From an optimization exercise on the open Yosys and OpenROAD flow, aimed at small area, a short achievable clock period and few clock cycles; shortcuts taken in it are not production practice. RTL that was checked went through simulation tests only; none was proved equivalent to the original. Function not checked in runs 1 to 5: the RTL went through the layout flow alone. Power figures rest on the tool's default switching activity, not on a simulated workload.

==> flow/constraint.sdc <==
create_clock -name core_clock -period 8.0 [get_ports {clk}]
set_input_delay 1.6000 -clock core_clock [delete_from_list [all_inputs] [get_ports {clk}]]
set_output_delay 1.6000 -clock core_clock [all_outputs]
set_load 0.01 [all_outputs]
==> flow/config.mk <==
export PLATFORM = sky130hd
export DESIGN_NAME = p1load_sync
export DESIGN_NICKNAME = p1load_sync
export VERILOG_FILES = /design/flow/design.v
export SDC_FILE = /design/flow/constraint.sdc
export NUM_CORES = 4
export LEC_CHECK = 0
export CAP_MARGIN = 20
export CORE_MARGIN = 2
export CORE_UTILIZATION = 45
export SETUP_SLACK_MARGIN = 5.0
export SLEW_MARGIN = 20
==> flow/design.v <==
module p1load_sync (
    input  wire        clk,
    input  wire        rst,
    input  wire        cmd_valid,
    output wire        cmd_ready,
    input  wire [71:0] cmd_data,
    output reg         rsp_valid,
    output wire [2:0]  rsp_status,
    output wire [31:0] rsp_data,
    output wire        trst_req,
    input  wire        trst_ack,
    output wire        tx_valid,
    input  wire        tx_ready,
    output wire [7:0]  tx_data,
    output wire        tx_last,
    output wire        rx_req,
    output wire [3:0]  rx_max,
    output wire [31:0] rx_timeout,
    input  wire        rx_valid,
    input  wire [7:0]  rx_data,
    input  wire        rx_last,
    input  wire        rx_empty,
    output reg         prog_valid,
    output reg  [2:0]  prog_phase,
    output wire [31:0] prog_offset,
    output wire [31:0] prog_total,
    output wire [12:0] img_addr,
    input  wire [31:0] img_data,
    input  wire [31:0] img_len
);
    localparam [2:0] S_OK = 3'd0, S_TIMEOUT = 3'd1, S_ERROR = 3'd2,
                     S_PRECOND = 3'd3, S_ILLEGAL = 3'd4;
    localparam [1:0] SESS_READY = 2'd0, SESS_LINKED = 2'd1,
                     SESS_DONE = 2'd2, SESS_FAILED = 2'd3;
    localparam [3:0] OP_INIT = 4'h1, OP_READ_REG = 4'h2, OP_LFSR_SEED = 4'h3,
                     OP_LFSR_STEP = 4'h4, OP_APPEND_BYTE = 4'h5,
                     OP_APPEND_WORD = 4'h6, OP_FLUSH = 4'h7,
                     OP_RECEIVE_BIT = 4'h8, OP_HANDSHAKE = 4'h9,
                     OP_WAIT_FOR_ACK = 4'hA, OP_LOAD_IMAGE = 4'hB,
                     OP_SHUTDOWN = 4'hC;
    localparam [3:0] ST_IDLE  = 4'd0,
                     ST_DEC   = 4'd1,
                     ST_TRST  = 4'd2,    
                     ST_TXP   = 4'd3,    
                     ST_TXS   = 4'd4,    
                     ST_STORE = 4'd5,    
                     ST_TXW   = 4'd6,    
                     ST_RX    = 4'd7,    
                     ST_WARX  = 4'd8;    
    localparam [1:0] GM_HS = 2'd0, GM_WORD = 2'd1, GM_F9 = 2'd2, GM_AB = 2'd3;
    localparam [1:0] WP_ONE = 2'd0, WP_KIND = 2'd1, WP_CNT = 2'd2, WP_IMG = 2'd3;
    reg [7:0]  lfsr;
    reg [7:0]  version;
    reg [127:0] txbuf;          
    reg [4:0]  txcur;
    reg [7:0]  rxbit;           
    reg [7:0]  rxval;           
    reg [3:0]  rxcur;
    reg [3:0]  rxlen;
    reg [1:0]  hs;              
    reg [1:0]  sess;
    reg [2:0]  last_status;
    reg [3:0]  state;
    reg        s_idle, s_trst, s_warx;    
    reg        p4;              
    reg [3:0]  cm;              
    reg        illegal;         
    reg        ld_bad;
    reg        a0z;
    reg        k1;              
    reg [31:0] a;               
    reg [13:0] szw;             
    reg [13:0] cnt;             
    reg [1:0]  gm;
    reg [1:0]  wp;
    reg [3:0]  wi;
    reg [1:0]  b10;
    reg [3:0]  ix;              
    reg [1:0]  ackn;
    reg        cact;            
    reg        rq;
    reg [2:0]  rst_s;
    reg [15:0] rdat;
    reg        tv;
    reg [7:0]  tdat;
    reg        tl;
    wire [7:0] lfsr_next = {lfsr[6:0], lfsr[7] ^ lfsr[5] ^ lfsr[4] ^ lfsr[1]};
    assign cmd_ready   = s_idle;
    assign trst_req    = s_trst;
    assign tx_valid    = tv;
    assign tx_data     = tdat;
    assign tx_last     = tl;
    assign rx_req      = rq || s_warx;
    assign rx_max      = s_warx ? 4'd1 : 4'd8;
    assign rx_timeout  = s_warx ? 32'd25 : a;
    assign img_addr    = cnt[12:0];
    assign rsp_status  = rst_s;
    assign rsp_data    = {16'd0, rdat};
    assign prog_offset = p4 ? {17'd0, cnt[12:0], 2'b00} : 32'd0;
    assign prog_total  = {16'd0, szw, 2'b00};
    wire ofree = !tv || tx_ready;
    wire [31:0] src = (wp == WP_IMG) ? img_data :
                      (wp == WP_CNT) ? {18'd0, szw} : a;
    reg  [2:0] fld;
    always @(*) begin
        case (wi)
            4'd0: fld = src[2:0];
            4'd1: fld = src[5:3];
            4'd2: fld = src[8:6];
            4'd3: fld = src[11:9];
            4'd4: fld = src[14:12];
            4'd5: fld = src[17:15];
            4'd6: fld = src[20:18];
            4'd7: fld = src[23:21];
            4'd8: fld = src[26:24];
            default: fld = src[29:27];
        endcase
    end
    wire [7:0] wbyte = (wi == 4'd10) ? {4'b1111, b10[1], 2'b01, b10[0]}
                                     : {1'b1, fld[2], 2'b01, fld[1], 2'b01, fld[0]};
    wire       hs_pat = (cnt[8:0] != 9'd0) && (cnt[8:0] <= 9'd250);
    reg [7:0] gbyte;
    reg       gfinal;
    always @(*) begin
        case (gm)
            GM_HS: begin
                gbyte  = hs_pat ? {7'h7F, lfsr[0]} : 8'hF9;
                gfinal = (cnt[8:0] == 9'd508);
            end
            GM_WORD: begin
                gbyte  = wbyte;
                gfinal = (wi == 4'd10) && ((wp == WP_ONE) ||
                         (wp == WP_CNT && szw == 14'd0) ||
                         (wp == WP_IMG && cnt == szw));
            end
            GM_F9: begin
                gbyte  = 8'hF9;
                gfinal = 1'b1;
            end
            default: begin
                gbyte  = a[7:0];
                gfinal = 1'b1;
            end
        endcase
    end
    wire [7:0]  c_op  = cmd_data[7:0];
    wire [31:0] c_a0  = cmd_data[39:8];
    wire [31:0] c_a1  = cmd_data[71:40];
    wire c_a0z  = (c_a0 == 32'd0);
    wire c_a0hz = (c_a0[31:8] == 24'd0);
    wire c_a1z  = (c_a1 == 32'd0);
    reg  c_mbz_bad;
    always @(*) begin
        case (c_op[3:0])
            OP_INIT, OP_LFSR_STEP, OP_FLUSH, OP_HANDSHAKE, OP_SHUTDOWN:
                c_mbz_bad = !c_a0z || !c_a1z;
            OP_READ_REG, OP_LFSR_SEED, OP_APPEND_BYTE:
                c_mbz_bad = !c_a0hz || !c_a1z;
            OP_APPEND_WORD, OP_RECEIVE_BIT, OP_WAIT_FOR_ACK:
                c_mbz_bad = !c_a1z;
            default:  
                c_mbz_bad = (c_a0[31:2] != 30'd0);
        endcase
    end
    wire c_illegal = (c_op == 8'd0) || (c_op > 8'd12) || c_mbz_bad ||
                     (c_op[3:0] == OP_READ_REG && c_a0[7:0] > 8'd8);
    wire c_ld_bad  = (c_a1[1:0] != 2'd0) || (c_a1[31:16] != 16'd0) ||
                     (c_a1[15] && c_a1[14:0] != 15'd0) ||
                     (img_len[31:16] == 16'd0 && c_a1[15:2] > img_len[15:2]);
    reg  allowed;
    always @(*) begin
        case (cm)
            OP_INIT, OP_READ_REG: allowed = 1'b1;
            OP_HANDSHAKE:         allowed = (sess == SESS_READY);
            OP_LOAD_IMAGE, OP_SHUTDOWN: allowed = (sess == SESS_LINKED);
            default:              allowed = (sess != SESS_FAILED);
        endcase
    end
    wire [3:0] hs_val = {hs[1], hs == 2'd1, hs == 2'd1, hs[0] | (hs == 2'd1)};
    reg [15:0] reg_value;
    always @(*) begin
        case (a[3:0])
            4'd0: reg_value = {7'd0, hs_val, last_status, sess};
            4'd1: reg_value = {8'd0, lfsr};
            4'd2: reg_value = {8'd0, version};
            4'd3: reg_value = {11'd0, txcur};
            4'd4: reg_value = {12'd0, rxcur};
            4'd5: reg_value = {12'd0, rxlen};
            4'd6: reg_value = 16'd16;
            4'd7: reg_value = 16'd8;
            default: reg_value = 16'h8000;
        endcase
    end
    wire rx_isb = (rx_data[7:1] == 7'h7F);
    wire [7:0] wsel = 8'd1 << rxcur[2:0];
    wire win_isb = |(rxbit & wsel);
    wire win_val = |(rxval & wsel);
    wire dv = cact && (rq ? (rx_valid && !rx_empty && rx_isb)
                          : (rxcur != rxlen && win_isb));
    wire db = rq ? rx_data[0] : win_val;
    wire nxt_free = (txcur == 5'd0);
    wire [4:0] txp_sum = {1'b0, ix} + txcur;
    wire txp_pend = txp_sum[4] || txcur[4];
    wire ring_app = (state == ST_STORE) && !txcur[4];
    wire ring_rot = (state == ST_TXP) && (!txp_pend || ofree);
    always @(posedge clk) begin
        if (ring_app || ring_rot)
            txbuf <= {ring_app ? gbyte : txbuf[7:0], txbuf[127:8]};
    end
    always @(posedge clk) begin
        if (rst) begin
            state       <= ST_IDLE;
            s_idle      <= 1'b1;
            s_trst      <= 1'b0;
            s_warx      <= 1'b0;
            lfsr        <= 8'h00;
            version     <= 8'h00;
            txcur       <= 5'd0;
            rxcur       <= 4'd0;
            rxlen       <= 4'd0;
            hs          <= 2'd0;
            sess        <= SESS_READY;
            last_status <= S_OK;
            rsp_valid   <= 1'b0;
            prog_valid  <= 1'b0;
            tv          <= 1'b0;
            rq          <= 1'b0;
        end else begin
            prog_valid <= 1'b0;
            rsp_valid  <= 1'b0;
            if (tx_ready) tv <= 1'b0;
            if (rsp_valid) begin
                last_status <= rst_s;
                if (rst_s == S_TIMEOUT || rst_s == S_ERROR)
                    sess <= SESS_FAILED;
            end
            case (state)
                ST_IDLE: begin
                    if (cmd_valid) begin
                        cm      <= cmd_data[3:0];
                        illegal <= c_illegal;
                        ld_bad  <= c_ld_bad;
                        a0z     <= c_a0z;
                        a       <= c_a0;
                        szw     <= cmd_data[55:42];
                        go(ST_DEC);
                    end
                end
                ST_DEC: begin
                    rst_s <= S_OK;
                    rdat  <= 16'd0;
                    wi    <= 4'd0;
                    ix    <= 4'd0;
                    cact  <= 1'b1;
                    go(ST_IDLE);
                    if (illegal) begin
                        rst_s     <= S_ILLEGAL;
                        rsp_valid <= 1'b1;
                    end else if (!allowed) begin
                        rst_s     <= S_PRECOND;
                        rsp_valid <= 1'b1;
                    end else begin
                        case (cm)
                            OP_INIT: begin
                                txcur     <= 5'd0;
                                rxcur     <= 4'd0;
                                rxlen     <= 4'd0;
                                lfsr      <= 8'h00;
                                version   <= 8'h00;
                                hs        <= 2'd0;
                                sess      <= SESS_READY;
                                rsp_valid <= 1'b1;
                            end
                            OP_READ_REG: begin
                                rdat      <= reg_value;
                                rsp_valid <= 1'b1;
                            end
                            OP_LFSR_SEED: begin
                                lfsr      <= a[7:0];
                                rsp_valid <= 1'b1;
                            end
                            OP_LFSR_STEP: begin
                                lfsr      <= lfsr_next;
                                rdat      <= {15'd0, lfsr[0]};
                                rsp_valid <= 1'b1;
                            end
                            OP_APPEND_BYTE: begin
                                gm    <= GM_AB;
                                go(ST_STORE);
                            end
                            OP_APPEND_WORD: begin
                                gm    <= GM_WORD;
                                wp    <= WP_ONE;
                                go(ST_STORE);
                            end
                            OP_FLUSH: begin
                                if (nxt_free) rsp_valid <= 1'b1;
                                else go(ST_TXP);
                            end
                            OP_RECEIVE_BIT: begin
                                rq    <= 1'b0;
                                go(ST_RX);
                            end
                            OP_HANDSHAKE: begin
                                prog(3'd0);
                                go(ST_TRST);
                            end
                            OP_WAIT_FOR_ACK: begin
                                gm   <= GM_F9;
                                ackn <= 2'd0;
                                if (a0z) begin
                                    rst_s     <= S_TIMEOUT;
                                    rsp_valid <= 1'b1;
                                end else begin
                                    go(nxt_free ? ST_TXS : ST_TXP);
                                end
                            end
                            OP_LOAD_IMAGE: begin
                                if (ld_bad) begin
                                    rst_s     <= S_PRECOND;
                                    rsp_valid <= 1'b1;
                                end else begin
                                    gm   <= GM_WORD;
                                    wp   <= WP_KIND;
                                    k1   <= a[1];
                                    cnt  <= 14'd0;
                                    ackn <= 2'd1;
                                    if (szw != 14'd0) begin
                                        prog(3'd4);
                                    end
                                    go(nxt_free ? ST_TXS : ST_TXP);
                                end
                            end
                            default: begin  
                                gm    <= GM_WORD;
                                wp    <= WP_ONE;
                                go(nxt_free ? ST_TXS : ST_TXP);
                            end
                        endcase
                    end
                end
                ST_TRST: begin
                    if (trst_ack) begin
                        lfsr  <= 8'h50;
                        cnt   <= 14'd0;
                        gm    <= GM_HS;
                        go(nxt_free ? ST_TXS : ST_TXP);
                    end
                end
                ST_TXP: begin
                    if (!txp_pend || ofree) begin
                        if (txp_pend) begin
                            tv   <= 1'b1;
                            tdat <= txbuf[7:0];
                            tl   <= (ix == 4'd15) && (txcur[4] || cm == OP_FLUSH);
                        end
                        ix <= ix + 4'd1;
                        if (ix == 4'd15) begin
                            if (cm == OP_FLUSH || txcur[4])
                                txcur <= 5'd0;
                            if (cm == OP_FLUSH)
                                go(ST_TXW);
                            else if (cm == OP_APPEND_BYTE || cm == OP_APPEND_WORD)
                                go(ST_STORE);
                            else
                                go(ST_TXS);
                        end
                    end
                end
                ST_STORE: begin
                    if (txcur[4]) begin
                        go(ST_TXP);
                    end else begin
                        txcur <= txcur + 5'd1;
                        if (gfinal) go(ST_TXW);
                    end
                end
                ST_TXS: begin
                    if (ofree) begin
                        tv    <= 1'b1;
                        tdat  <= gbyte;
                        tl    <= (txcur[3:0] == 4'd15) || gfinal;
                        txcur <= gfinal ? 5'd0 : {1'b0, txcur[3:0] + 4'd1};
                        if (gfinal) begin
                            if (gm == GM_WORD && cm == OP_LOAD_IMAGE) begin
                                gm <= GM_F9;
                                a  <= 32'd400;
                            end else begin
                                go(ST_TXW);
                            end
                        end
                    end
                end
                ST_TXW: begin
                    if (ofree) begin
                        case (cm)
                            OP_HANDSHAKE: begin
                                prog(3'd1);
                                cnt        <= 14'd0;
                                rq         <= 1'b0;
                                go(ST_RX);
                            end
                            OP_LOAD_IMAGE, OP_WAIT_FOR_ACK: begin
                                go(ST_WARX);
                            end
                            OP_SHUTDOWN: begin
                                sess      <= SESS_DONE;
                                rsp_valid <= 1'b1;
                                go(ST_IDLE);
                            end
                            default: begin
                                rsp_valid <= 1'b1;
                                go(ST_IDLE);
                            end
                        endcase
                    end
                end
                ST_WARX: begin
                    if (rx_valid) begin
                        if (rx_empty && a != 32'd1) begin
                            a     <= a - 32'd1;
                            go(ST_TXS);
                        end else if (rx_empty || rx_data != 8'hFE || ackn == 2'd0) begin
                            rst_s     <= rx_empty ? S_TIMEOUT :
                                         (rx_data == 8'hFE) ? S_OK : S_ERROR;
                            rsp_valid <= 1'b1;
                            go(ST_IDLE);
                        end else if (ackn == 2'd1 && k1) begin
                            prog(3'd5);
                            a          <= 32'd200;
                            ackn       <= 2'd2;
                            go(ST_TXS);
                        end else if (ackn == 2'd2) begin
                            prog(3'd6);
                            a          <= 32'd80;
                            ackn       <= 2'd3;
                            go(ST_TXS);
                        end else begin
                            prog(3'd7);
                            sess       <= SESS_DONE;
                            rsp_valid  <= 1'b1;
                            go(ST_IDLE);
                        end
                    end
                end
                ST_RX: begin
                    if (!rq) begin
                        if (!cact) begin
                            rsp_valid <= 1'b1;
                            go(ST_IDLE);
                        end else if (rxcur != rxlen) begin
                            rxcur <= rxcur + 4'd1;
                        end else begin
                            rq    <= 1'b1;
                            ix    <= 4'd0;
                            rxcur <= 4'd0;
                            if (cm == OP_HANDSHAKE)
                                a <= (cnt[8:0] >= 9'd250) ? 32'd50 : 32'd100;
                        end
                    end else if (rx_valid) begin
                        if (rx_empty) begin
                            rq    <= 1'b0;
                            rxcur <= 4'd0;
                            rxlen <= 4'd0;
                            cact  <= 1'b0;
                            rst_s <= S_TIMEOUT;
                            if (cm == OP_HANDSHAKE) begin
                                hs      <= 2'd3;
                                version <= 8'h00;
                            end
                        end else begin
                            rxbit[ix[2:0]] <= rx_isb;
                            rxval[ix[2:0]] <= rx_data[0];
                            ix <= ix + 4'd1;
                            if (cact)
                                rxcur <= ix + 4'd1;
                            if (rx_last) begin
                                rq    <= 1'b0;
                                rxlen <= ix + 4'd1;
                            end
                        end
                    end
                    if (dv) deliver(db);
                end
                default: go(ST_IDLE);
            endcase
            if ((state == ST_TXS && ofree) || (state == ST_STORE && !txcur[4])) begin
                case (gm)
                    GM_HS: begin
                        cnt <= cnt + 14'd1;
                        if (hs_pat) lfsr <= lfsr_next;
                    end
                    GM_WORD: begin
                        if (wi == 4'd10) begin
                            wi <= 4'd0;
                            if (wp == WP_KIND) wp <= WP_CNT;
                            else if (wp == WP_CNT) wp <= WP_IMG;
                        end else begin
                            wi <= wi + 4'd1;
                            if (wi == 4'd9) begin
                                b10 <= src[31:30];
                                if (wp == WP_IMG) begin
                                    cnt <= cnt + 14'd1;
                                    if (cnt[7:0] == 8'hFF && cnt + 14'd1 != szw) begin
                                        prog(3'd4);
                                    end
                                end
                            end
                        end
                    end
                    default: ;
                endcase
            end
        end
    end
    task go(input [3:0] ns);
        begin
            state  <= ns;
            s_idle <= (ns == ST_IDLE);
            s_trst <= (ns == ST_TRST);
            s_warx <= (ns == ST_WARX);
        end
    endtask
    task prog(input [2:0] ph);
        begin
            prog_valid <= 1'b1;
            prog_phase <= ph;
            p4         <= (ph == 3'd4);
        end
    endtask
    task deliver(input b);
        begin
            if (cm != OP_HANDSHAKE) begin
                cact  <= 1'b0;
                rst_s <= S_OK;
                rdat  <= {15'd0, b};
            end else if (cnt[8:0] < 9'd250) begin
                lfsr <= lfsr_next;
                if (b != lfsr[0]) begin
                    cact    <= 1'b0;
                    hs      <= 2'd2;
                    rst_s   <= S_ERROR;
                end else begin
                    cnt <= cnt + 14'd1;
                    if (cnt[8:0] == 9'd249) begin
                        prog(3'd2);
                    end
                end
            end else begin
                version <= {b, version[7:1]};
                cnt     <= cnt + 14'd1;
                if (cnt[8:0] == 9'd257) begin
                    cact       <= 1'b0;
                    hs         <= 2'd1;
                    sess       <= SESS_LINKED;
                    prog(3'd3);
                    rst_s      <= S_OK;
                    rdat       <= {8'd0, b, version[7:1]};
                end
            end
        end
    endtask
endmodule
==> flow/run.sh <==
#!/bin/bash
# synth_recipe.tcl (not shown) runs the flow's synth.tcl, then flattens the netlist and writes it again
# the make line also repeats each setting of config.mk as NAME=value (left out here)
make -C /OpenROAD-flow-scripts/flow DESIGN_CONFIG=/design/flow/config.mk WORK_HOME=/design/flow/orfs CLKGATE_MAP_FILE= SYNTH_SCRIPT=/design/flow/synth_recipe.tcl finish
==> results of run 1 <==
==> registers in the layout, indices dropped and copies added (netlist names), 5 cells and up <==
name     flops
rxbit        8
version      8
tdat         8
txbuf      128
txcur        5
rdat        10
rxval        8
cnt         14
a           32
szw         14
lfsr         8
==> cell usage after synthesis (25+ instances only) <==
| cell type | count | area, µm² |
|---|---|---|
| ha_1 | 38 | 475 |
| nor4_1 | 41 | 257 |
| nand2_1 | 146 | 548 |
| and2_1 | 25 | 156 |
| buf_4 | 82 | 616 |
| xor2_1 | 35 | 307 |
| inv_1 | 60 | 225 |
| edfxtp_1 | 255 | 7660 |
| nor3_1 | 36 | 180 |
| nand3_1 | 59 | 295 |
| dfxtp_1 | 47 | 941 |
| nor2_1 | 131 | 492 |
| nor2b_1 | 47 | 294 |
| o21ai_0 | 108 | 541 |
| buf_2 | 25 | 125 |
| clkbuf_1 | 63 | 236 |
| xnor2_1 | 35 | 307 |
| a21oi_1 | 88 | 440 |
| a31oi_1 | 28 | 175 |
==> final timing paths <==
kind,depth (start not counted),startpoint,slack [ns],endpoint
max reg2reg,12,cnt[3],4.91,a[28]
max,4,p4,4.77,prog_offset[2]
min reg2reg,0,txbuf[83],0.42,txbuf[75]
min,0,txbuf[83],0.42,txbuf[75]
==> layer usage <==
| layer | track usage, % | vias to the layer above | wire, µm |
|---|---|---|---|
| met3 | 5.63 | 182 | 5670 |
| met5 | 0 | - | 0 |
| met2 | 51.2 | 949 | 31700 |
| li1 | - | 7374 | - |
| met4 | 13.6 | 0 | 2980 |
| met1 | 42.0 | 7975 | 27700 |
==> worst register-to-register path, stage by stage, from the launching register on <==
cell and delay (ns):
edfxtp_1 0.42, buf_6 0.14, buf_6 0.12, xor2_2 0.14, nor4_2 0.32, nand4_1 0.28
a32oi_2 0.35, and4_4 0.27, o21ai_4 0.08, a2111oi_4 0.21, buf_6 0.21, buf_6 0.14
buf_16 0.12
==> cells by family after synthesis <==
family	count (synthesis)	share of synthesized area, %
mux	38	2.38
buf+inv	243	7.26
compound gates	476	18.2
fa+ha+maj	39	2.70
xor+xnor	71	3.50
simple gates	619	18.2
flops	302	47.8
other cells	1	0.0208
==> power by group through the flow <==
stage	registers [mW]	clock network, mW	logic, mW
after detailed placement	2.40	0	1.73
after floorplan	2.19	0	1.24
final	2.24	1.68	2.35
after global placement	2.40	0	1.72
after CTS	2.24	1.70	2.14
after global routing	2.26	1.77	2.50
==> timing repair <==
item,in CTS,in global routing
hold buffers,0,0
buffers inserted,132,33
gates cloned,10,4
hold endpoints to repair,0,0
endpoints found under the setup margin,427,238
pin swaps,59,77
resized for setup,461,144
==> metrics by stage <==
stage          setup slack [ns]  power [mW]  instances  cell area [µm²]  hold WS [ns]
2_1_floorplan              3.60        3.43       1849            18500         0.400
3_3_place_gp               3.10        4.12       2463            20700         0.403
3_5_place_dp               3.04        4.13       2463            20700         0.405
4_1_cts                    4.74        6.09       2670            23500         0.412
5_1_grt                    4.75        6.53       2707            24300         0.423
6_report                   4.77        6.28       2707            24300         0.416
==> layout make-up <==
cell class / count / area [µm²]
Fill cell: 3375 / 15300
Multi-Input combinational cell: 1307 / 9460
Sequential cell: 302 / 8620
Timing Repair Buffer: 446 / 4120
Clock buffer: 45 / 1030
Tap cell: 525 / 657
Inverter: 61 / 236
Clock inverter: 20 / 188
Timing Repair inverter: 1 / 7.51
==> flow_summary.toml, run 1 <==
[cts]
clock_sinks = 302
clk_pin_slew_worst_paths_ns = 0.07
cts_tree = "done"
h-tree-depth = 2
cts_root_buffer = "clkbuf_16"
cts-buffers-inserted = 36
clockBufferDepth = 3
clk_latency_ns = 0.57

[pwr]
p_leak_nw = 9.06
powerDensity_nw_per_um2 = 258
swShare_pct = 36.1
intPower_mw = 4.01
ir_drop_mv = 0.160
p_seq_share_pct = 35.7
clkPwrFrac_pct = 26.8
switchingPower_mw = 2.27
comb_power_share_pct = 37.5

[final_layout]
drive_gt1_share_pct = 24.6
nets = 2345
diodes = 0
fin_util_pct = 61.4
mostFrequentLayoutCells = "edfxtp_1 (255), buf_4 (148), nand2_1 (138)"
layout_commonest_cell = "edfxtp_1"
syn2layout_area_growth_pct = 35.1

[floorplan]
rows = 73
die_area_um2 = 41600
die_y_um = 204
io_pins = 318
core_um2 = 39600
fp.dieW_um = 204
start_util_pct = 45.4

[timing]
fmax_mhz = 309
final-hold-violation-count = 0
setup_violations = 0
fin_crit_ns = 3.23
rsz0062_at_grt = "yes"
fin_crit_sh_pct = 40.4
fin_tns_setup_ns = 0
slew_viol_final = 0
fin_skew_ns = 0.0225
worst_slew_pin_slew_ns = 1.02
slew_headroom_pct = 31.3

[global_route]
grt_pass1_wl_um = 98600
grt_max_degree = 93
grt_pass1_vias = 15566
overflow = 0
antenna_found_initial = 4
track_usage_pct = 31.7

[setup_path]
worstSetupPathType = "flop to primary output"
crit_chain = "buf_6, buf_6, and2_4, buf_6"
cp.required_ns = 6.40
crit_path_max_fanout = 5
path_buf_inv = 3
crit_path_frequent_cell = "buf_6"
cp.arrival_ns = 1.63
crit_path_end_kind = "primary output"
cp-start-kind = "flop"
slowest_delay_ns = 0.50
crit_family = "flip-flops"
cpMaxStageDelayCell = "edfxtp_1"

[yosys]
syn_area_um2 = 18000
async_reset_ff_share_pct = 0
synth_cells = 1789
avgSynthCellArea_um2 = 10.1
yosysWarnings = 1
synth.distinct_cells = 107
synth-edff-count = 255
ys.flop_type = "edfxtp_1"
yosysSeqAreaShare_pct = 47.8
synth_seq_cells = 302

[drt]
drc = 0
drt_first_pass_iters = 6
via_per_inst = 6.09
wl_um = 68000
wl_per_cell_um = 25.1
vias = 16480
initialDrtViolationCount = 1705
ant_nets = 0

[hold_path]
hp-class = "flop to flop"

[flow_run]
drv_cap = 0

[placement]
place_hpwl_um = 45500
io_buffers = 254
gp_congestion = 0.959

[outcome]
outcome = "no timing/DRC/antenna violations"
==> run 2, diff against run 1 <==
--- a/flow/config.mk
+++ b/flow/config.mk
@@ -8,5 +8,6 @@
 export CAP_MARGIN = 20
 export CORE_MARGIN = 2
 export CORE_UTILIZATION = 45
+export CTS_BUF_LIST = sky130_fd_sc_hd__clkbuf_4
 export SETUP_SLACK_MARGIN = 5.0
 export SLEW_MARGIN = 20
==> run 2 against run 1 <==
Critical endpoint is now prog_offset[12]. Flip-flop and latch count stayed put. Critical path depth is 1 lower. Core utilization is 1.5 points lower. Largest cell class unchanged.
==> flow_summary.toml, run 2 <==
[cts]
clockBufferDepth = 3
clk_pin_slew_worst_paths_ns = 0.08
clk_latency_ns = 0.82
h-tree-depth = 3
cts_root_buffer = "clkbuf_4"
cts-buffers-inserted = 82
cts_tree = "done"
clock_sinks = 302

[pwr]
p_leak_nw = 8.87
p_seq_share_pct = 37.6
switchingPower_mw = 2.25
intPower_mw = 3.70
clkPwrFrac_pct = 23.5
comb_power_share_pct = 38.9
powerDensity_nw_per_um2 = 251
ir_drop_mv = 0.0925
swShare_pct = 37.8

[yosys]
synth_cells = 1789
avgSynthCellArea_um2 = 10.1
async_reset_ff_share_pct = 0
yosysWarnings = 1
synth_most_common_cell = "edfxtp_1"
ys.flop_type = "edfxtp_1"
synth_seq_cells = 302
syn_area_um2 = 18000
synthTopCellsByCount = "edfxtp_1 (255), nand2_1 (146), nor2_1 (131), o21ai_0 (108), a21oi_1 (88)"
synth.distinct_cells = 107
yosysSeqAreaShare_pct = 47.8
synth-edff-count = 255
synth_top_area_cell = "edfxtp_1"
synth_area_leaders = "edfxtp_1 (43%), dfxtp_1 (5.2%), buf_4 (3.4%)"
yosysTopAreaCellShare_pct = 42.5

[timing]
fin_crit_ns = 3.37
fin_skew_ns = 0.0735
worst_slew_pin_slew_ns = 1.02
slew_viol_final = 0
fin_tns_setup_ns = 0
setup_violations = 0
rsz0062_at_grt = "yes"
slew_headroom_pct = 31.3
final-hold-violation-count = 0
fin_crit_sh_pct = 42.2
fmax_mhz = 296

[placement]
gp_congestion = 0.959
io_buffers = 254
dpl-instance-area_um2 = 20700
place_hpwl_um = 45500

[floorplan]
io_pins = 318
start_util_pct = 45.4
core_um2 = 39600
die_y_um = 204
fp.dieW_um = 204
die_area_um2 = 41600
rows = 73

[drt]
drc = 0
ant_nets = 0
vias = 16628
initialDrtViolationCount = 1723
wl_um = 67200
drt_first_pass_iters = 6
via_per_inst = 6.00
wl_per_cell_um = 24.2

[final_layout]
fin_util_pct = 59.9
syn2layout_area_growth_pct = 31.9
final_area_um2 = 23700
largest_register_ffs = 128
top_register = "txbuf"
layout_commonest_cell = "edfxtp_1"
drive_gt1_share_pct = 27.1
mostFrequentLayoutCells = "edfxtp_1 (255), nand2_1 (138), buf_4 (133)"
largestRegisters = "txbuf (128), a (32)"
nets = 2370

[global_route]
grt_max_degree = 93
use_met3_pct = 6.57
grt_pass1_wl_um = 98200
use_met1_pct = 42.0
track_usage_pct = 31.6
overflow = 0
grt_pass1_vias = 15713
grt.busiest_layer = "met2"
use_met2_pct = 50.0
antenna_found_initial = 5

[setup_path]
crit_path_max_fanout = 7
cp-start-kind = "flop"
cp.arrival_ns = 1.77
worstSetupPathType = "flop to primary output"
cp.required_ns = 6.40
timing.rr.start = "cnt[8]"
ff2ff_path_depth = 13
crit_path_end_kind = "primary output"
r2r_end = "a[26]"
r2r_slack_ns = 4.84

[flow_run]
drv_cap = 0

[hold_path]
min_from = "txbuf[76]"
hold_end = "txbuf[68]"
hp-class = "flop to flop"
whs_path_depth = 0

[outcome]
outcome = "no timing/DRC/antenna violations"
-- run 2: final cells by class --
| type | count | area, µm² |
|---|---|---|
| inverters | 61 | 241 |
| well taps | 525 | 657 |
| diodes | 1 | 2.50 |
| clock buffers | 112 | 841 |
| clock inverters | 39 | 208 |
| fillers | 3411 | 15900 |
| repair buffers | 427 | 3890 |
| repair inverters | 1 | 7.51 |
| multi-input cells | 1305 | 9270 |
| flip-flops and latches | 302 | 8620 |
-- run 2: power groups by stage --
stage	Clock, mW	Combinational (mW)	Sequential, mW
2_1_floorplan	0	1.24	2.19
5_1_grt	1.52	2.46	2.25
3_3_place_gp	0	1.72	2.40
4_1_cts	1.43	2.13	2.24
3_5_place_dp	0	1.73	2.40
6_report	1.40	2.32	2.24
-- run 2: worst max-delay path by stage --
stage | startpoint | endpoint | slack [ns] | cells past startpoint
CTS | p4 | prog_offset[12] | 4.57 | 3
global placement | rx_empty | a[28] | 3.10 | 7
finish | p4 | prog_offset[12] | 4.63 | 3
global route | p4 | prog_offset[6] | 4.58 | 3
floorplan | tx_ready | txbuf[0] | 3.60 | 4
detailed placement | rx_empty | a[27] | 3.04 | 7
-- run 2: routing by layer --
layer	routed length (µm)	up-vias
met1	27600	8058
li1	-	7469
met2	31200	940
met5	11	-
met3	5620	159
met4	2690	2
-- run 2: critical path: stages (launching register included) --
cell      delay [ns]
edfxtp_1        0.51
buf_6           0.19
and2_4          0.15
buf_6           0.11
-- run 2: repair_timing --
action / in CTS / in global routing
resized for setup: 573 / 114
gates cloned: 12 / 1
buffers inserted: 119 / 26
hold buffers: 0 / 0
pin swaps: 46 / 23
endpoints found under the setup margin: 383 / 291
-- run 2: per-stage QoR --
| stage | setup slack, ns | hold WS [ns] | instances | total power, mW |
|---|---|---|---|---|
| global placement | 3.10 | 0.403 | 2463 | 4.12 |
| finish | 4.63 | 0.397 | 2773 | 5.95 |
| floorplan | 3.60 | 0.400 | 1849 | 3.43 |
| global route | 4.58 | 0.422 | 2773 | 6.24 |
| detailed placement | 3.04 | 0.405 | 2463 | 4.13 |
| CTS | 4.57 | 0.407 | 2745 | 5.80 |
-- run 2: logic make-up (layout without fill, tap and decap cells) --
group	Yosys count	count (layout)	share of synthesized area [%]
flip-flops	302	302	47.8
multiplexers	38	38	2.38
adder cells (fa/ha/maj)	39	39	2.70
buffers and inverters	243	640	7.26
XOR/XNOR	71	71	3.50
AND/OR/NAND/NOR	619	620	18.2
AO/OA/AOI/OAI	476	476	18.2
other	1	62	0.0208
==> run 3, diff against run 2 <==
--- a/flow/config.mk
+++ b/flow/config.mk
@@ -9,5 +9,5 @@
 export CORE_MARGIN = 2
 export CORE_UTILIZATION = 45
 export CTS_BUF_LIST = sky130_fd_sc_hd__clkbuf_4
-export SETUP_SLACK_MARGIN = 5.0
+export SETUP_SLACK_MARGIN = 4.7
 export SLEW_MARGIN = 20
==> run 3 against run 2 <==
Via count down 2.3%. Cell area is 4.0% lower. Critical path type unchanged. Global-route usage decreased by 1.0 points. Still clean. Area after synthesis unchanged. Worst hold slack gained 0.015 ns. Highest routed layer is now met4. Clock power hardly changed. Sequential power hardly changed.
==> flow_summary.toml, run 3 <==
[placement]
place_hpwl_um = 45600
gp_congestion = 0.964
io_buffers = 254
post-place-ws_ns = 3.07

[timing]
fmax_mhz = 293
worst_slew_pin_slew_ns = 0.841
fin_crit_sh_pct = 42.7
final-hold-violation-count = 0
slew_viol_final = 0
slew_headroom_pct = 43.8
fin_skew_ns = 0.0509
timing.final.ws_setup_ns = 4.58
rsz0062_at_grt = "yes"
setup_violations = 0
fin_crit_ns = 3.42
fin_tns_setup_ns = 0

[floorplan]
fp.dieW_um = 204
core_um2 = 39600
die_y_um = 204
die_area_um2 = 41600
rows = 73
io_pins = 318
start_util_pct = 45.4

[global_route]
grt_max_degree = 105
antenna_found_initial = 3
track_usage_pct = 30.5
grt_pass1_vias = 15438
grt_pass1_wl_um = 95500
overflow = 0

[cts]
clockBufferDepth = 3
clk_pin_slew_worst_paths_ns = 0.07
cts-buffers-inserted = 82
h-tree-depth = 3
cts_tree = "done"
clk_latency_ns = 0.80
clock_sinks = 302
cts_root_buffer = "clkbuf_4"

[final_layout]
largestRegisters = "txbuf (128), a (32)"
layout_commonest_cell = "edfxtp_1"
fill_cells = 3533
mostFrequentLayoutCells = "edfxtp_1 (255), clkdlybuf4s50_1 (144), nand2_1 (141)"
drive_gt1_share_pct = 18.8
top_register = "txbuf"
nets = 2303
largest_register_ffs = 128
ff_latch_area_um2 = 8610
syn2layout_area_growth_pct = 26.6
multi_input_area_um2 = 8840

[yosys]
synth_area_leaders = "edfxtp_1 (43%), dfxtp_1 (5.2%), buf_4 (3.4%)"
ys.flop_type = "edfxtp_1"
yosysSeqAreaShare_pct = 47.8
synthTopCellsByCount = "edfxtp_1 (255), nand2_1 (146), nor2_1 (131), o21ai_0 (108), a21oi_1 (88)"
yosysWarnings = 1
avgSynthCellArea_um2 = 10.1
synth.distinct_cells = 107
synth-edff-count = 255
syn_area_um2 = 18000
async_reset_ff_share_pct = 0
yosysTopAreaCellShare_pct = 42.5
synth_seq_cells = 302
synth_most_common_cell = "edfxtp_1"
synth_cells = 1789
synth_top_area_cell = "edfxtp_1"

[pwr]
ir_drop_mv = 0.106
p_leak_nw = 8.49
powerDensity_nw_per_um2 = 248

[drt]
wl_per_cell_um = 24.1
via_per_inst = 6.02
drc = 0
ant_nets = 0
wl_um = 65000
drt_first_pass_iters = 6
vias = 16244
initialDrtViolationCount = 1647

[setup_path]
cp-start-kind = "flop"
cp.required_ns = 6.40
ff2ff_path_depth = 8
crit_path_end_kind = "primary output"
crit_path_max_fanout = 14
cp.arrival_ns = 1.82
worstSetupPathType = "flop to primary output"

[hold_path]
whs_path_depth = 0
hp-class = "flop to flop"

[outcome]
outcome = "no timing/DRC/antenna violations"

[flow_run]
drv_cap = 0
==> run 3: cell counts after synthesis <==
No cell type changed its count.
==> run 3: what timing repair did <==
action	4_1_cts	5_1_grt
endpoints found under the hold margin	0	0
setup endpoints to repair	323	223
pin swaps	7	13
hold buffers	0	0
cloned	4	1
setup buffers	72	14
gates resized for setup	257	69
==> run 3: per-layer routing <==
| layer | part of all wire [%] | vias up | GRT usage (%) |
|---|---|---|---|
| li1 | - | 7338 | - |
| met2 | 47 | 874 | 49.0 |
| met3 | 8.5 | 153 | 5.79 |
| met5 | 0 | - | 0 |
| met4 | 4.0 | 0 | 12.4 |
| met1 | 41 | 7879 | 40.7 |
==> run 3: worst paths after layout <==
path	startpoint	end	slack (ns)
worst max register to register	a[0]	ackn[0]	4.80
worst min register to register	txbuf[93]	txbuf[85]	0.41
worst min-delay path	txbuf[93]	txbuf[85]	0.41
worst max-delay path	p4	prog_offset[10]	4.58
==> run 3: stage by stage <==
step / utilization, % / hold slack [ns] / total power [mW] / area [µm²] / cells
final: 57.5 / 0.412 / 5.65 / 22800 / 2700
after global routing: 57.5 / 0.387 / 5.94 / 22800 / 2700
after CTS: 56.3 / 0.384 / 5.60 / 22300 / 2683
after detailed placement: 52.0 / 0.405 / 4.10 / 20600 / 2462
after global placement: 52.0 / 0.401 / 4.09 / 20600 / 2462
after floorplan: - / 0.400 / 3.41 / 18400 / 1849
==> run 3: cells by family (layout without fill, tap and decap cells) <==
| family | count (synthesis) | count (layout) | share of synthesized area (%) |
|---|---|---|---|
| buf+inv | 243 | 567 | 7.26 |
| xor+xnor | 71 | 71 | 3.50 |
| compound gates | 476 | 477 | 18.2 |
| mux | 38 | 38 | 2.38 |
| fa+ha+maj | 39 | 39 | 2.70 |
| simple gates | 619 | 619 | 18.2 |
| other cells | 1 | 62 | 0.0208 |
| flops | 302 | 302 | 47.8 |
==> run 3: cell type report <==
cell class / instances / area share (%)
repair buffers: 361 / 14.9
well taps: 525 / 2.88
inverters: 61 / 1.04
flip-flops and latches: 302 / 37.8
diodes: 1 / 0.0110
multi-input cells: 1305 / 38.8
clock inverters: 26 / 0.697
clock buffers: 119 / 3.92
==> run 3: power by group <==
group          total [mW]  internal, mW  switching [mW]
combinational        1.99         0.792            1.20
clock                1.41         0.723           0.688
sequential           2.25          2.03           0.223
==> run 3: worst max-delay path, stage by stage, from the launching register on <==
cell and delay [ns]:
edfxtp_1 0.42, buf_12 0.17, and2_1 0.15, dlygate4sd2_1 0.28
==> run 4, diff against run 3 <==
--- a/flow/design.v
+++ b/flow/design.v
@@ -52,6 +52,7 @@
     reg [7:0]  lfsr;
     reg [7:0]  version;
     reg [127:0] txbuf;          
+    reg [3:0]  rp;              
     reg [4:0]  txcur;
     reg [7:0]  rxbit;           
     reg [7:0]  rxval;           
@@ -68,6 +69,7 @@
     reg        ld_bad;
     reg        a0z;
     reg        k1;              
+    reg        k0;
     reg [31:0] a;               
     reg [13:0] szw;             
     reg [13:0] cnt;             
@@ -100,7 +102,8 @@
     assign prog_total  = {16'd0, szw, 2'b00};
     wire ofree = !tv || tx_ready;
     wire [31:0] src = (wp == WP_IMG) ? img_data :
-                      (wp == WP_CNT) ? {18'd0, szw} : a;
+                      (wp == WP_CNT) ? {18'd0, szw} :
+                      (wp == WP_KIND) ? {30'd0, k1, k0} : a;
     reg  [2:0] fld;
     always @(*) begin
         case (wi)
@@ -199,13 +202,11 @@
                           : (rxcur != rxlen && win_isb));
     wire db = rq ? rx_data[0] : win_val;
     wire nxt_free = (txcur == 5'd0);
-    wire [4:0] txp_sum = {1'b0, ix} + txcur;
-    wire txp_pend = txp_sum[4] || txcur[4];
-    wire ring_app = (state == ST_STORE) && !txcur[4];
-    wire ring_rot = (state == ST_TXP) && (!txp_pend || ofree);
+    wire ring_app = (state == ST_STORE) && !txcur[4] && (rp == txcur[3:0]);
+    wire txp_go   = (state == ST_TXP) && (rp == ix) && ofree;
     always @(posedge clk) begin
-        if (ring_app || ring_rot)
-            txbuf <= {ring_app ? gbyte : txbuf[7:0], txbuf[127:8]};
+        txbuf <= {ring_app ? gbyte : txbuf[7:0], txbuf[127:8]};
+        rp    <= rst ? 4'd0 : rp + 4'd1;
     end
     always @(posedge clk) begin
         if (rst) begin
@@ -323,6 +324,8 @@
                                     gm   <= GM_WORD;
                                     wp   <= WP_KIND;
                                     k1   <= a[1];
+                                    k0   <= a[0];
+                                    a    <= 32'd400;
                                     cnt  <= 14'd0;
                                     ackn <= 2'd1;
                                     if (szw != 14'd0) begin
@@ -348,14 +351,14 @@
                     end
                 end
                 ST_TXP: begin
-                    if (!txp_pend || ofree) begin
-                        if (txp_pend) begin
-                            tv   <= 1'b1;
-                            tdat <= txbuf[7:0];
-                            tl   <= (ix == 4'd15) && (txcur[4] || cm == OP_FLUSH);
-                        end
-                        ix <= ix + 4'd1;
-                        if (ix == 4'd15) begin
+                    if (txp_go) begin
+                        tv   <= 1'b1;
+                        tdat <= txbuf[7:0];
+                        tl   <= (ix == 4'd15) ||
+                                ({1'b0, ix} == txcur - 5'd1 && cm == OP_FLUSH);
+                        ix   <= ix + 4'd1;
+                        if ({1'b0, ix} == txcur - 5'd1) begin
+                            ix <= 4'd0;
                             if (cm == OP_FLUSH || txcur[4])
                                 txcur <= 5'd0;
                             if (cm == OP_FLUSH)
@@ -370,7 +373,7 @@
                 ST_STORE: begin
                     if (txcur[4]) begin
                         go(ST_TXP);
-                    end else begin
+                    end else if (ring_app) begin
                         txcur <= txcur + 5'd1;
                         if (gfinal) go(ST_TXW);
                     end
@@ -384,7 +387,6 @@
                         if (gfinal) begin
                             if (gm == GM_WORD && cm == OP_LOAD_IMAGE) begin
                                 gm <= GM_F9;
-                                a  <= 32'd400;
                             end else begin
                                 go(ST_TXW);
                             end
@@ -484,7 +486,7 @@
                 end
                 default: go(ST_IDLE);
             endcase
-            if ((state == ST_TXS && ofree) || (state == ST_STORE && !txcur[4])) begin
+            if ((state == ST_TXS && ofree) || ring_app) begin
                 case (gm)
                     GM_HS: begin
                         cnt <= cnt + 14'd1;
--- a/flow/config.mk
+++ b/flow/config.mk
@@ -8,6 +8,5 @@
 export CAP_MARGIN = 20
 export CORE_MARGIN = 2
 export CORE_UTILIZATION = 45
-export CTS_BUF_LIST = sky130_fd_sc_hd__clkbuf_4
-export SETUP_SLACK_MARGIN = 4.7
+export SETUP_SLACK_MARGIN = 5.0
 export SLEW_MARGIN = 20
==> run 4 against run 3 <==
Still clean. Count of clock-buffer cells in the layout decreased by 73. Via count down 1.6%. Global-route usage increased by 0.70 points. First-iteration DRC count down 5.0%. Register-to-register slack improved by 0.23 ns. Cell count hardly changed. Cell area grew 1.7%. Sequential share of layout area down 5.7 points. Non-clock buffer count rose by 77.
==> flow_summary.toml, run 4 <==
[final_layout]
fill_cells = 3209
layout_commonest_cell = "dfxtp_1"
largestRegisters = "txbuf (128), a (32)"
drive_gt1_share_pct = 24.0
syn2layout_area_growth_pct = 36.5
multi_input_area_um2 = 9550
largest_register_ffs = 128
nets = 2350
mostFrequentLayoutCells = "dfxtp_1 (173), nand2_1 (157), buf_4 (144)"
ff_latch_area_um2 = 7440
top_register = "txbuf"

[pwr]
powerDensity_nw_per_um2 = 261
clkPwrFrac_pct = 27.2
swShare_pct = 36.0
intPower_mw = 3.87
switchingPower_mw = 2.18
comb_power_share_pct = 37.8
p_seq_share_pct = 35.0
total_power_mw = 6.05
ir_drop_mv = 0.135
p_leak_nw = 8.97

[timing]
slew_viol_final = 0
fin_skew_ns = 0.0256
fmax_mhz = 315
rsz0062_at_grt = "yes"
final-hold-violation-count = 0
setup_violations = 0
fin_tns_setup_ns = 0
worst_slew_pin_slew_ns = 1.07
fin_crit_sh_pct = 39.7
fin_crit_ns = 3.18
slew_headroom_pct = 28.0

[floorplan]
die_y_um = 198
start_util_pct = 45.4
core_um2 = 37400
die_area_um2 = 39300
fp.dieW_um = 198
io_pins = 318
rows = 71

[drt]
via_per_inst = 5.92
drt_first_pass_iters = 6
initialDrtViolationCount = 1564
drc = 0
vias = 15982
ant_nets = 0
wl_per_cell_um = 23.5
wl_um = 63400

[setup_path]
slowest_delay_ns = 0.48
cp-start-kind = "flop"
cp-startpoint = "p4"
cp.arrival_ns = 1.58
path_buf_inv = 3
crit_path_max_fanout = 3
crit_family = "flip-flops"
crit_path_end_kind = "primary output"
worstSetupPathType = "flop to primary output"
cp.required_ns = 6.40
timing.rr.start = "szw[13]"
crit_path_frequent_cell = "buf_6"
cpMaxStageDelayCell = "edfxtp_1"
crit_chain = "buf_6, buf_12, and2_4, buf_6"

[flow_run]
drv_cap = 0

[cts]
clockBufferDepth = 3
cts-buffers-inserted = 35
clk_latency_ns = 0.57
cts_tree = "done"
h-tree-depth = 2
clock_sinks = 307
clk_pin_slew_worst_paths_ns = 0.06
cts_root_buffer = "clkbuf_16"

[yosys]
synth_most_common_cell = "dfxtp_1"
async_reset_ff_share_pct = 0
synth.distinct_cells = 113
synth_area_leaders = "edfxtp_1 (23%), dfxtp_1 (21%), buf_4 (3.6%)"
syn_area_um2 = 17000
ys.flop_type = "dfxtp_1"
avgSynthCellArea_um2 = 9.39
synth-edff-count = 128
yosysSeqAreaShare_pct = 43.8
yosysWarnings = 1
synthTopCellsByCount = "dfxtp_1 (179), nand2_1 (161), edfxtp_1 (128), nor2_1 (127), o21ai_0 (113)"
yosysTopAreaCellShare_pct = 22.6
synth_seq_cells = 307
synth_cells = 1808
synth_top_area_cell = "edfxtp_1"

[placement]
place_hpwl_um = 43100
gp_congestion = 0.899
io_buffers = 254

[global_route]
grt_pass1_vias = 14951
track_usage_pct = 31.2
grt_max_degree = 53
antenna_found_initial = 0
grt_pass1_wl_um = 92700
overflow = 0

[hold_path]
min_from = "txbuf[72]"
hp-class = "flop to flop"

[outcome]
outcome = "no timing/DRC/antenna violations"
## run 4: cell types whose count changed after synthesis, moves of 11 or more
| cell | before | now |
|---|---|---|
| dfxtp_1 | 47 | 179 |
| a21oi_1 | 88 | 77 |
| xnor2_1 | 35 | 54 |
| edfxtp_1 | 255 | 128 |
| nand2_1 | 146 | 161 |
| a22oi_1 | 19 | 30 |
## run 4: per-stage QoR
stage | hold WS (ns) | setup WS [ns] | instances | util [%] | instance area, µm²
after floorplan | 0.310 | 4.36 | 1868 | - | 17300
after global placement | 0.309 | 3.31 | 2471 | 52.4 | 19600
after detailed placement | 0.312 | 3.21 | 2471 | 52.5 | 19600
after CTS | 0.323 | 4.81 | 2653 | 58.9 | 22000
after global routing | 0.325 | 4.80 | 2697 | 61.9 | 23200
final | 0.316 | 4.82 | 2698 | 61.9 | 23200
## run 4: worst paths after layout
check | slack, ns | end | cells past startpoint
setup / recovery | 4.82 | prog_offset[9] | 4
hold / removal | 0.32 | txbuf[64] | 0
setup reg to reg | 5.03 | gm[0] | 8
hold reg to reg | 0.32 | txbuf[64] | 0
## run 4: what timing repair did
| item | CTS | global route |
|---|---|---|
| hold buffers | 0 | 0 |
| pin swaps | 52 | 62 |
| buffers inserted | 114 | 42 |
| gates cloned | 5 | 2 |
| resized for setup | 459 | 182 |
| setup endpoints to repair | 298 | 163 |
## run 4: layout make-up
class | count | share of cell area [%]
Antenna cell | 1 | 0.0108
Clock buffer | 46 | 4.23
Clock inverter | 17 | 0.832
Inverter | 54 | 1.02
Timing Repair Buffer | 438 | 17.8
Tap cell | 511 | 2.76
Sequential cell | 307 | 32.1
Multi-Input combinational cell | 1324 | 41.2
## run 4: power groups by stage
stage               clock, mW  combinational, mW  sequential [mW]
floorplan                   0               1.18             2.09
global placement            0               1.69             2.25
detailed placement          0               1.70             2.26
CTS                      1.67               2.04             2.12
global route             1.73               2.43             2.14
finish                   1.65               2.28             2.12
## run 4: metal layers
metal / up-vias / part of all wire [%] / routed length, µm / track usage [%]
li1: 7272 / - / - / -
met3: 133 / 7.7 / 4890 / 5.71
met1: 7749 / 41 / 25900 / 41.0
met4: 0 / 3.7 / 2380 / 11.4
met5: - / 0 / 0 / 0
met2: 828 / 48 / 30200 / 51.4
## run 4: cell families after synthesis
kind of cell / after synthesis / share of synthesized area, %
AOI/OAI and AO/OA: 457 / 19.0
xor gates and xnor gates: 88 / 4.54
adders and majority gates: 39 / 2.86
buffers and inverters: 240 / 7.42
DFF: 307 / 43.8
muxes: 39 / 2.49
other: 1 / 0.0221
and+or+nand+nor: 637 / 19.9
==> run 5, diff against run 4 <==
==> flow/flow/run.sh (new file) <==
#!/bin/bash
# The standard layout, with plain buf_2 cells as the port buffers
# (every input and output port still gets its own buffer).
set -euo pipefail
export BUFFER_PORTS_ARGS="-buffer_cell sky130_fd_sc_hd__buf_2"
bash standard.sh > orfs_flow.log 2>&1
==> flow/standard.sh (new file) <==
#!/bin/bash
# synth_recipe.tcl (not shown) runs the flow's synth.tcl, then flattens the netlist and writes it again
# the make line also repeats each setting of config.mk as NAME=value (left out here)
make -C /OpenROAD-flow-scripts/flow DESIGN_CONFIG=/design/flow/config.mk WORK_HOME=/design/flow/orfs CLKGATE_MAP_FILE= SYNTH_SCRIPT=/design/flow/synth_recipe.tcl "${@:-finish}"
removed: flow/run.sh
==> run 5 against run 4 <==
Power decreased by 5.2%. Critical path depth did not move. Critical path type unchanged. Cell area down 9.2%. Register-to-register slack worse by 0.06 ns. Still clean. Highest routed layer unchanged.
==> flow_summary.toml, run 5 <==
[placement]
gp_congestion = 0.944
post-place-ws_ns = 3.78
place_hpwl_um = 42600
io_buffers = 254

[timing]
worst_slew_pin_slew_ns = 1.01
rsz0062_at_grt = "yes"
fin_skew_ns = 0.0198
slew_headroom_pct = 32.0
timing.final.ws_setup_ns = 4.90
fin_tns_setup_ns = 0
fin_crit_sh_pct = 38.8
slew_viol_final = 0
hold_slack_ns = 0.325
setup_violations = 0
final-hold-violation-count = 0
fin_crit_ns = 3.10
fmax_mhz = 322

[pwr]
ir_drop_mv = 0.146
comb_power_share_pct = 34.1
p_seq_share_pct = 38.1
powerDensity_nw_per_um2 = 273
p_leak_nw = 8.18
switchingPower_mw = 2.08
intPower_mw = 3.65
clkPwrFrac_pct = 27.8
total_power_mw = 5.73
swShare_pct = 36.3

[yosys]
synth_top_area_cell = "edfxtp_1"
yosysSeqAreaShare_pct = 43.8
yosysWarnings = 1
synth_cells = 1808
synth.distinct_cells = 113
synth_top_family_by_area = "simple AND/OR/NAND/NOR gates"
avgSynthCellArea_um2 = 9.39
synth_area_leaders = "edfxtp_1 (23%), dfxtp_1 (21%), buf_4 (3.6%)"
synth_seq_cells = 307
synth_xor_area_share_pct = 4.54
yosys.area_share.simple_pct = 19.9
yosysTopAreaCellShare_pct = 22.6
synthTopCellsByCount = "dfxtp_1 (179), nand2_1 (161), edfxtp_1 (128), nor2_1 (127), o21ai_0 (113)"
ys.flop_type = "dfxtp_1"
synth-edff-count = 128
synth_most_common_cell = "dfxtp_1"
async_reset_ff_share_pct = 0
muxShareOfSynthArea_pct = 2.49
syn_area_um2 = 17000
synth_compound_area_share_pct = 19.0
synth_fa_ha_area_share_pct = 2.86

[drt]
drt_first_pass_iters = 6
via_per_inst = 5.96
drc = 0
vias = 15676
initialDrtViolationCount = 1833
wl_um = 61300
wl_per_cell_um = 23.3
ant_nets = 0

[global_route]
grt_pass1_wl_um = 88400
overflow = 0
grt_max_degree = 53
track_usage_pct = 29.9
grt_pass1_vias = 14374
antenna_found_initial = 0

[floorplan]
fp.dieW_um = 198
rows = 71
die_y_um = 198
start_util_pct = 45.4
core_um2 = 37400
io_pins = 318
die_area_um2 = 39300

[setup_path]
timing.rr.start = "wp[1]"
crit_path_max_fanout = 5
cp.required_ns = 6.40
cp.arrival_ns = 1.50
cp-startpoint = "s_warx"
crit_path_end_kind = "primary output"
worstSetupPathType = "flop to primary output"
cp-start-kind = "flop"

[final_layout]
largest_register_ffs = 128
layout_commonest_cell = "buf_2"
drive_gt1_share_pct = 28.2
top_register = "txbuf"
syn2layout_area_growth_pct = 23.9
nets = 2282
largestRegisters = "txbuf (128), a (32)"
mostFrequentLayoutCells = "buf_2 (238), dfxtp_1 (173), nand2_1 (159)"

[cts]
cts-buffers-inserted = 35
h-tree-depth = 2
clk_latency_ns = 0.56
clock_sinks = 307
cts_tree = "done"
cts_root_buffer = "clkbuf_16"
clk_pin_slew_worst_paths_ns = 0.06
clockBufferDepth = 3

[outcome]
outcome = "no timing/DRC/antenna violations"

[hold_path]
hp-class = "flop to flop"
min_from = "txbuf[63]"

[flow_run]
drv_cap = 0
==> run 5: kinds of logic after synthesis <==
group / Yosys count
flip-flops: 307
AND/OR/NAND/NOR: 637
adder cells (fa/ha/maj): 39
other: 1
multiplexers: 39
XOR/XNOR: 88
buffers and inverters: 240
AO/OA/AOI/OAI: 457
==> run 5: cell type report <==
class	count	area, µm²
antenna	1	2.50
clock buffer	47	993
clock inverter	15	151
fill	3386	16400
inverter	54	226
multi-input combinational	1323	9140
sequential	307	7440
tap	511	639
timing repair buffer	371	2440
==> run 5: final timing paths <==
kind / cells past startpoint / end / slack (ns)
max reg2reg: 7 / cnt[9] / 4.97
min: 0 / txbuf[55] / 0.33
max: 4 / rx_timeout[10] / 4.90
min reg2reg: 0 / txbuf[55] / 0.33
==> run 5: routing by layer <==
metal	vias up	GRT usage, %	wire (µm)	part of all wire [%]
met3	122	5.71	5360	8.7
met2	898	48.8	28900	47
met5	-	0	0	0
li1	7114	-	-	-
met1	7542	39.5	25100	41
met4	0	10.6	2000	3.3
==> run 5: what timing repair did <==
action	CTS	global route
cloned	2	7
hold buffers	0	0
setup endpoints to repair	187	131
setup buffers	61	27
pin swaps	12	33
resized for setup	72	95
==> run 5: worst max-delay path: stages (launching register included) <==
cell and delay [ns]:
dfxtp_4 0.39, buf_12 0.15, clkbuf_16 0.15, nor2b_1 0.11, buf_2 0.14
==> run 5: stage by stage <==
step           instance area [µm²]  cells  util [%]
6_report                     21000   2629      56.2
5_1_grt                      21000   2628      56.2
4_1_cts                      20300   2594      54.2
3_5_place_dp                 18300   2469      49.0
3_3_place_gp                 18300   2469      49.0
2_1_floorplan                17300   1868         -
==> run 5: power groups by stage <==
| stage | combinational (mW) | sequential [mW] | clock, mW |
|---|---|---|---|
| after CTS | 1.76 | 2.19 | 1.62 |
| after global routing | 2.09 | 2.21 | 1.68 |
| after global placement | 1.52 | 2.27 | 0 |
| after floorplan | 1.18 | 2.09 | 0 |
| final | 1.96 | 2.18 | 1.59 |
| after detailed placement | 1.54 | 2.27 | 0 |
==> run 6, diff against run 5 <==
--- a/flow/design.v
+++ b/flow/design.v
@@ -328,9 +328,6 @@
                                     a    <= 32'd400;
                                     cnt  <= 14'd0;
                                     ackn <= 2'd1;
-                                    if (szw != 14'd0) begin
-                                        prog(3'd4);
-                                    end
                                     go(nxt_free ? ST_TXS : ST_TXP);
                                 end
                             end
@@ -493,6 +490,8 @@
                         if (hs_pat) lfsr <= lfsr_next;
                     end
                     GM_WORD: begin
+                        if (wp == WP_IMG && wi == 4'd0 && cnt[7:0] == 8'd0)
+                            prog(3'd4);
                         if (wi == 4'd10) begin
                             wi <= 4'd0;
                             if (wp == WP_KIND) wp <= WP_CNT;
@@ -503,9 +502,6 @@
                                 b10 <= src[31:30];
                                 if (wp == WP_IMG) begin
                                     cnt <= cnt + 14'd1;
-                                    if (cnt[7:0] == 8'hFF && cnt + 14'd1 != szw) begin
-                                        prog(3'd4);
-                                    end
                                 end
                             end
                         end
==> flow/flow/run.sh (replaced) <==
#!/bin/bash
# The standard layout, with plain buf_1 cells as the port buffers
# (every input and output port still gets its own buffer).
set -euo pipefail
export BUFFER_PORTS_ARGS="-buffer_cell sky130_fd_sc_hd__buf_1"
bash standard.sh > orfs_flow.log 2>&1
==> run 6 against run 5 <==
Still clean. Area after synthesis is 4.3% lower. Synthesized cell count is 5.2% lower. Core utilization is 0.29 points lower. Via count is 4.6% lower. Clock power is 11% higher. Sequential share of layout area is 2.0 points higher. Clock skew is 0.011 ns higher. Register-to-register slack better by 0.05 ns. Count of clock-buffer cells in the layout is 5 higher. Die area is 4.2% lower.
==> flow_summary.toml, run 6 <==
[timing]
fmax_mhz = 321
fin_skew_ns = 0.0307
fin_crit_sh_pct = 38.9
rsz0062_at_grt = "yes"
setup_violations = 0
final-hold-violation-count = 0
fin_tns_setup_ns = 0
slew_headroom_pct = 32.8
worst_slew_pin_slew_ns = 0.999
fin_crit_ns = 3.11
slew_viol_final = 0

[setup_path]
r2r_end = "a[22]"
cp-startpoint = "s_warx"
worstSetupPathType = "flop to primary output"
timing.rr.start = "a[5]"
crit_path_max_fanout = 8
cp.arrival_ns = 1.51
crit_path_end = "rx_timeout[3]"
r2r_slack_ns = 5.02
cp-start-kind = "flop"
ff2ff_path_depth = 8
crit_path_end_kind = "primary output"
cp.required_ns = 6.40

[global_route]
overflow = 0
track_usage_pct = 29.7
antenna_found_initial = 3
grt_max_degree = 35
grt_pass1_vias = 14120
grt_pass1_wl_um = 86400

[pwr]
p_leak_nw = 7.43
ir_drop_mv = 0.262
powerDensity_nw_per_um2 = 293

[floorplan]
die_y_um = 194
io_pins = 318
start_util_pct = 45.7
core_um2 = 35600
rows = 69
die_area_um2 = 37600
fp.dieW_um = 194

[yosys]
muxShareOfSynthArea_pct = 2.76
synth_compound_area_share_pct = 18.4
synth_top_area_cell = "edfxtp_1"
synth_fa_ha_area_share_pct = 2.77
yosysSeqAreaShare_pct = 45.7
avgSynthCellArea_um2 = 9.47
ys.flop_type = "dfxtp_1"
synth-edff-count = 128
yosys.area_share.simple_pct = 19.2
syn_area_um2 = 16200
synth_seq_cells = 307
synth_xor_area_share_pct = 4.10
yosysTopAreaCellShare_pct = 23.7
synth.distinct_cells = 97
yosysWarnings = 1
synth_most_common_cell = "dfxtp_1"
synth_top_family_by_area = "simple AND/OR/NAND/NOR gates"
synthTopCellsByCount = "dfxtp_1 (179), nand2_1 (151), nor2_1 (134), edfxtp_1 (128), o21ai_0 (94)"
synth_cells = 1714
synth_area_leaders = "edfxtp_1 (24%), dfxtp_1 (22%), buf_4 (3.6%)"
async_reset_ff_share_pct = 0

[final_layout]
fill_cells = 3266
largestRegisters = "txbuf (128), a (32)"
largest_register_ffs = 128
top_register = "txbuf"
final_area_um2 = 19900
drive_gt1_share_pct = 17.5
syn2layout_area_growth_pct = 22.6
nets = 2186
layout_commonest_cell = "buf_1"
mostFrequentLayoutCells = "buf_1 (211), dfxtp_1 (171), nand2_1 (147)"

[drt]
wl_um = 57900
wl_per_cell_um = 23.3
drt_first_pass_iters = 6
via_per_inst = 6.01
vias = 14960
drc = 0
initialDrtViolationCount = 1654
ant_nets = 0

[placement]
gp_congestion = 0.974
io_buffers = 254
dpl-instance-area_um2 = 17300
place_hpwl_um = 41000

[cts]
clockBufferDepth = 3
clock_sinks = 307
cts_root_buffer = "clkbuf_16"
clk_latency_ns = 0.57
cts-buffers-inserted = 36
clk_pin_slew_worst_paths_ns = 0.06
cts_tree = "done"
h-tree-depth = 2
cts_hold_buf = 0

[hold_path]
hp-class = "flop to flop"

[flow_run]
drv_cap = 0

[outcome]
outcome = "no timing/DRC/antenna violations"
## run 6: cell count changes in the layout (fill, tap and decap cells not counted), moves of 9 or more
cell	delta
o21ai_0	-17
buf_1	+211
nor2_1	+10
nor3_1	+14
inv_1	-9
nand2_1	-12
xnor2_1	-13
buf_2	-219
## run 6: cell families (layout without fill, tap and decap cells)
| family | Yosys count | count (layout) |
|---|---|---|
| AND/OR/NAND/NOR | 604 | 604 |
| AO/OA/AOI/OAI | 434 | 434 |
| flip-flops | 307 | 307 |
| buffers and inverters | 217 | 469 |
| XOR/XNOR | 76 | 76 |
| multiplexers | 39 | 39 |
| adder cells (fa/ha/maj) | 36 | 36 |
| other | 1 | 62 |
## run 6: metal layers
metal / vias to the layer above / wire [µm] / global-route usage [%]
met2: 903 / 26100 / 46.7
met5: - / 31 / 0
li1: 6771 / - / -
met3: 155 / 5890 / 7.08
met4: 4 / 2430 / 11.9
met1: 7127 / 23400 / 39.5
## run 6: worst min-delay path by stage
stage	depth (start not counted)	slack (ns)	end	startpoint
2_1_floorplan	0	0.31	txbuf[0]	txbuf[8]
3_3_place_gp	0	0.31	txbuf[109]	txbuf[117]
3_5_place_dp	0	0.31	txbuf[48]	txbuf[56]
4_1_cts	0	0.33	txbuf[76]	txbuf[84]
5_1_grt	0	0.33	txbuf[26]	txbuf[34]
6_report	0	0.32	txbuf[59]	txbuf[67]
## run 6: stage by stage
| stage | utilization [%] | worst slack (ns) | instances | hold WS (ns) | total power, mW |
|---|---|---|---|---|---|
| after CTS | 54.7 | 4.88 | 2456 | 0.325 | 5.73 |
| after detailed placement | 48.5 | 3.75 | 2336 | 0.312 | 3.76 |
| after global placement | 48.5 | 3.77 | 2336 | 0.311 | 3.74 |
| final | 56.0 | 4.89 | 2488 | 0.316 | 5.84 |
| after floorplan | - | 4.15 | 1774 | 0.310 | 3.23 |
| after global routing | 56.0 | 4.86 | 2488 | 0.328 | 6.07 |
## run 6: power by group
part / switching (mW) / internal, mW
clock network: 0.693 / 1.06
registers: 0.281 / 1.96
logic: 1.11 / 0.732
total: 2.09 / 3.75
## run 6: area by class of cell
type | count | area, µm² | share of cell area (%)
inverters | 46 | 190 | 0.956
clock buffers | 52 | 1090 | 5.50
well taps | 461 | 577 | 2.90
repair buffers | 357 | 2000 | 10.1
multi-input cells | 1250 | 8400 | 42.2
flip-flops and latches | 307 | 7440 | 37.4
clock inverters | 14 | 191 | 0.962
diodes | 1 | 2.50 | 0.0126
## run 6: repair_timing
item,in CTS,in global routing
pin swaps,9,13
gates resized for setup,137,49
setup endpoints to repair,236,151
buffers inserted,52,31
gates cloned,2,0
## run 6: worst max-delay path, stage by stage (launching register included)
cell and delay, ns:
dfxtp_4 0.41, buf_12 0.18, or2_4 0.23, buf_6 0.12
Testbench counts of run 6, summed over its fixed seeds: cycles 50,294.

## separate check: timing with driven ports
How much do the figures lean on ideal ports? The routed layouts below were timed once more, with nothing changed but the port constraints. Step 1, drivers: a clkbuf_16 drives clk and a buf_2 each remaining input, both assumed. Step 2 adds t to the input delays and takes it off the output delays; t is the mean of the earliest and latest rising clock arrival at the registers after step 1. Input paths then give back, and output paths get back, about the clock's delay inside the block. Slacks: ideal / step 1 / step 2; pairs: ideal / step 1.
run | t (ns) | slack for setup (ns) | hold slack, ns | worst slew at a driven data input, ns | cell pins on the clock port's net
run 1 | 0.619 | 4.765 / 4.709 / 4.350 | 0.416 / 0.416 / 0.416 | 0.13 | 1
run 2 | 0.839 | 4.627 / 4.575 / 4.199 | 0.397 / 0.397 / 0.397 | 0.12 | 1
run 3 | 0.828 | 4.583 / 4.532 / 3.889 | 0.412 / 0.412 / 0.412 | 0.14 | 1
run 4 | 0.608 | 4.824 / 4.771 / 4.304 | 0.316 / 0.316 / 0.316 | 0.11 | 1
run 5 | 0.596 | 4.899 / 4.848 / 4.342 | 0.325 / 0.325 / 0.325 | 0.10 | 1
run 6 | 0.615 | 4.888 / 4.832 / 4.478 | 0.316 / 0.316 / 0.316 | 0.07 | 1
After both steps setup and hold are still met in every run listed. For run 3, which loses most, drivers alone change the setup slack by -0.051 ns; drivers and shift together by -0.694 ns.
